Background: an optimization exercise with open tools, aiming at small area. Do not read the settings as production practice. RTL that was checked went through simulation tests only; none was proved equivalent to the original. Power figures rest on the tool's default switching activity, not on a simulated workload.

## run M
// via_block
module via_block (
    input  wire        clk,
    input  wire        rst,
    input  wire        cmd_valid,
    output wire        cmd_ready,
    input  wire [2:0]  cmd_op,       
    input  wire        cmd_unit,     
    input  wire        cmd_debug,    
    input  wire [3:0]  cmd_reg,
    input  wire [31:0] cmd_data,     
    input  wire        i2c_sda_in,   
    input  wire        ser_atn,
    input  wire        ser_clk,
    input  wire        ser_data,
    input  wire [3:0]  joy_data,     
    output reg         rsp_valid,
    output reg  [7:0]  rsp_rdata,
    output reg         rsp_i2c_step,
    output wire        irq1,
    output wire        irq2,
    output wire        pb7_1,
    output wire        pb7_2,
    output reg         i2c_sda_out,
    output reg         i2c_scl_out,
    output reg         joy_latch,
    output reg         joy_clk
);
clock: 10.0 ns
lec_check: 0
cap_margin: 20
core_margin: 2
core_utilization: 40
place_density: 0.6
slew_margin: 20
standard.sh (not shown) runs the stock make flow with config.mk's settings and CLKGATE_MAP_FILE= SYNTH_SCRIPT=/design/flow/synth_recipe.tcl, a recipe that flattens the netlist after the stock synthesis.
==> flow/flow/run.sh <==
#!/bin/bash
set -euo pipefail
export FLOW_WORK="$PWD"
export FLOW_ABC_SCRIPT="$PWD/flow/abc_area_deep.script"
bash standard.sh \
  "SYNTH_SCRIPT=$PWD/flow/synth_deep.tcl" \
  "BUFFER_PORTS_ARGS=-buffer_cell sky130_fd_sc_hd__buf_1" \
  "CTS_ARGS=-sink_clustering_enable -repair_clock_nets -dont_use_dummy_load -buf_list {sky130_fd_sc_hd__clkbuf_2 sky130_fd_sc_hd__clkbuf_4 sky130_fd_sc_hd__clkbuf_8} -sink_clustering_size 16 -sink_clustering_max_diameter 40" \
  finish > flow_make.log 2>&1
==> flow/flow/abc_area_deep.script <==
strash
&get -n
&deepsyn -T 20
&put
dch -f
&get -n
&nf -R 1000
&put
topo
dnsize -c
==> flow/flow/synth_deep.tcl <==
# The standard synthesis script (synth_recipe.tcl, sourced unchanged), with only the ABC
# script of its technology-mapping call replaced by an area-oriented one (abc_area_deep.script).
# The flip-flops are mapped by dfflibmap before ABC runs, so the registers, their names and
# their cells are those of the standard synthesis.
proc abc {args} {
  set i [lsearch -exact $args -script]
  if {$i >= 0} { lset args [expr {$i + 1}] $::env(FLOW_ABC_SCRIPT) }
  yosys abc {*}$args
}
source $::env(FLOW_WORK)/synth_recipe.tcl
Run M | stages: all done | timing, DRC, antenna: all pass
#### Input delta (run C over run M)
-- flow/flow/run.sh --
<<< run M, line 8
  "CTS_ARGS=-sink_clustering_enable -repair_clock_nets -dont_use_dummy_load -buf_list {sky130_fd_sc_hd__clkbuf_2 sky130_fd_sc_hd__clkbuf_4 sky130_fd_sc_hd__clkbuf_8} -sink_clustering_size 16 -sink_clustering_max_diameter 40" \
>>> run C, line 8
  "CTS_ARGS=-sink_clustering_enable -repair_clock_nets -dont_use_dummy_load -buf_list sky130_fd_sc_hd__clkbuf_8 -sink_clustering_size 24 -sink_clustering_max_diameter 45" \
-- flow/flow/abc_area_deep.script --
<<< run M, line 3
&deepsyn -T 20
>>> run C, line 3
&deepsyn -J 200 -T 0
Run C -> run M: number of multi-input combinational cells delta 0, exact match. Total power (run C over run M): decrease, 2.6%. Run C finished every step from synthesis to the final layout, and the layout passed the timing, design-rule and antenna checks. Run C against run M: area after synthesis closely matched the old numbers, aggregate routed wire length closely matched the old numbers, setup slack closely matched the old numbers.
No functional check of the RTL was part of any run of this note.

north:
Another version of the RTL of via_block (not shown whole).
Size in the first run: about 9800 um2 of cells after synthesis.
clock: 10.0 ns
lec_check: 0
cap_margin: 20
core_margin: 2
core_utilization: 70
place_density: 0.85
slew_margin: 20
==> flow/flow/run.sh <==
#!/bin/bash
set -euo pipefail
export FLOW_WORK="$PWD"
export FLOW_ABC_SCRIPT="$PWD/flow/abc_area_deep.script"
bash standard.sh \
  "SYNTH_SCRIPT=$PWD/flow/synth_deep.tcl" \
  "BUFFER_PORTS_ARGS=-buffer_cell sky130_fd_sc_hd__buf_1" \
  "CTS_ARGS=-sink_clustering_enable -repair_clock_nets -dont_use_dummy_load -buf_list sky130_fd_sc_hd__clkbuf_8 -sink_clustering_size 24 -sink_clustering_max_diameter 40" \
  finish > flow_make.log 2>&1
==> flow/flow/abc_area_deep.script <==
strash
&get -n
&deepsyn -J 200 -T 0
&put
dch -f
&get -n
&nf -R 1000
&put
topo
dnsize -c
Scripts as last shown in full above: flow/flow/synth_deep.tcl
north: PASS, flow complete, no timing, DRC or antenna violations
Input-level comparison between south and north:
- an added GPL_ROUTABILITY_DRIVEN of 0
- a change of CORE_UTILIZATION from 70 to 50
- a change of PLACE_DENSITY from 0.85 to 0.7
- an added GPL_TIMING_DRIVEN of 0
==> flow/flow/run.sh <==
#!/bin/bash
set -euo pipefail
export FLOW_WORK="$PWD"
export FLOW_ABC_SCRIPT="$PWD/flow/abc_area_deep.script"
bash standard.sh \
  "SYNTH_SCRIPT=$PWD/flow/synth_deep.tcl" \
  "BUFFER_PORTS_ARGS=-buffer_cell sky130_fd_sc_hd__buf_1" \
  "CTS_ARGS=-sink_clustering_enable -repair_clock_nets -dont_use_dummy_load -buf_list sky130_fd_sc_hd__clkbuf_8 -sink_clustering_size 20 -sink_clustering_max_diameter 50" \
  finish > flow_make.log 2>&1
==> comparison <==
Taking north as the reference, in south detailed placer's ending HPWL lower, non-clock inverter instance count of the final layout roughly the same, maximum frequency lower. north leaves more setup margin than south. In south relative to north, number of filler instances in the final layout had gone up by more than 100%.
#### Input delta (east over south)
- CORE_UTILIZATION changed from 50 to 40
- PLACE_DENSITY changed from 0.7 to 0.6
Compared with south, in east part of the power in the clock network picked up an extra 0.2 points; vias after detailed routing ~0 delta; wire length increased by 710 um relative to the old numbers.
diff inputs: east => west
- GPL_TIMING_DRIVEN removed (was 0)
- GPL_ROUTABILITY_DRIVEN removed (was 0)
Findings:
- In the flow results for east and west, the cell count is smaller on east.
- Comparing east against west, there is no change at all in simple-gate share of the synthesized area.
- Summary of west over east: via count did not really move, clock share of power went up, net switching share of the total power did not really move, pin count of the biggest net entering global routing did not really move.

==> separate check: timing with driven ports <==
In the flow no input, the clock included, has a driving cell. The finished layouts below were timed again as built, in two steps.
Step 1, drivers: a clkbuf_16 drives clk and a buf_2 each remaining input, both assumed.
Step 2 moves the port delays by t, midway between the first and last clock arrival at a register: inputs arrive t later, outputs are due t later. That takes back most of the time a late clock gives input paths.
a / b / c = no drivers / after step 1 / after step 2; a / b = the first two.
| run | t (ns) | setup WS [ns] | hold WS [ns] | worst setup path at the end | worst slew at a driven data input, ns |
|---|---|---|---|---|---|
| run M | 0.525 | 4.447 / 4.416 / 4.416 | 0.273 / 0.273 / 0.273 | input to output | 0.04 |
| run C | 0.601 | 4.449 / 4.418 / 4.418 | 0.236 / 0.236 / 0.236 | input to output | 0.04 |
| north | 0.556 | 3.559 / 3.537 / 3.537 | 0.258 / 0.258 / 0.258 | input to output | 0.04 |
| south | 0.562 | 3.094 / 3.040 / 3.040 | 0.297 / 0.297 / 0.297 | input to output | 0.08 |
| east | 0.581 | 3.158 / 3.105 / 3.105 | 0.287 / 0.287 / 0.287 | input to output | 0.07 |
| west | 0.575 | 3.626 / 3.598 / 3.598 | 0.282 / 0.282 / 0.282 | input to output | 0.06 |
After both steps every run listed still meets setup and hold. For south, which loses most, drivers alone change the setup slack by -0.054 ns; drivers and shift together by -0.054 ns.
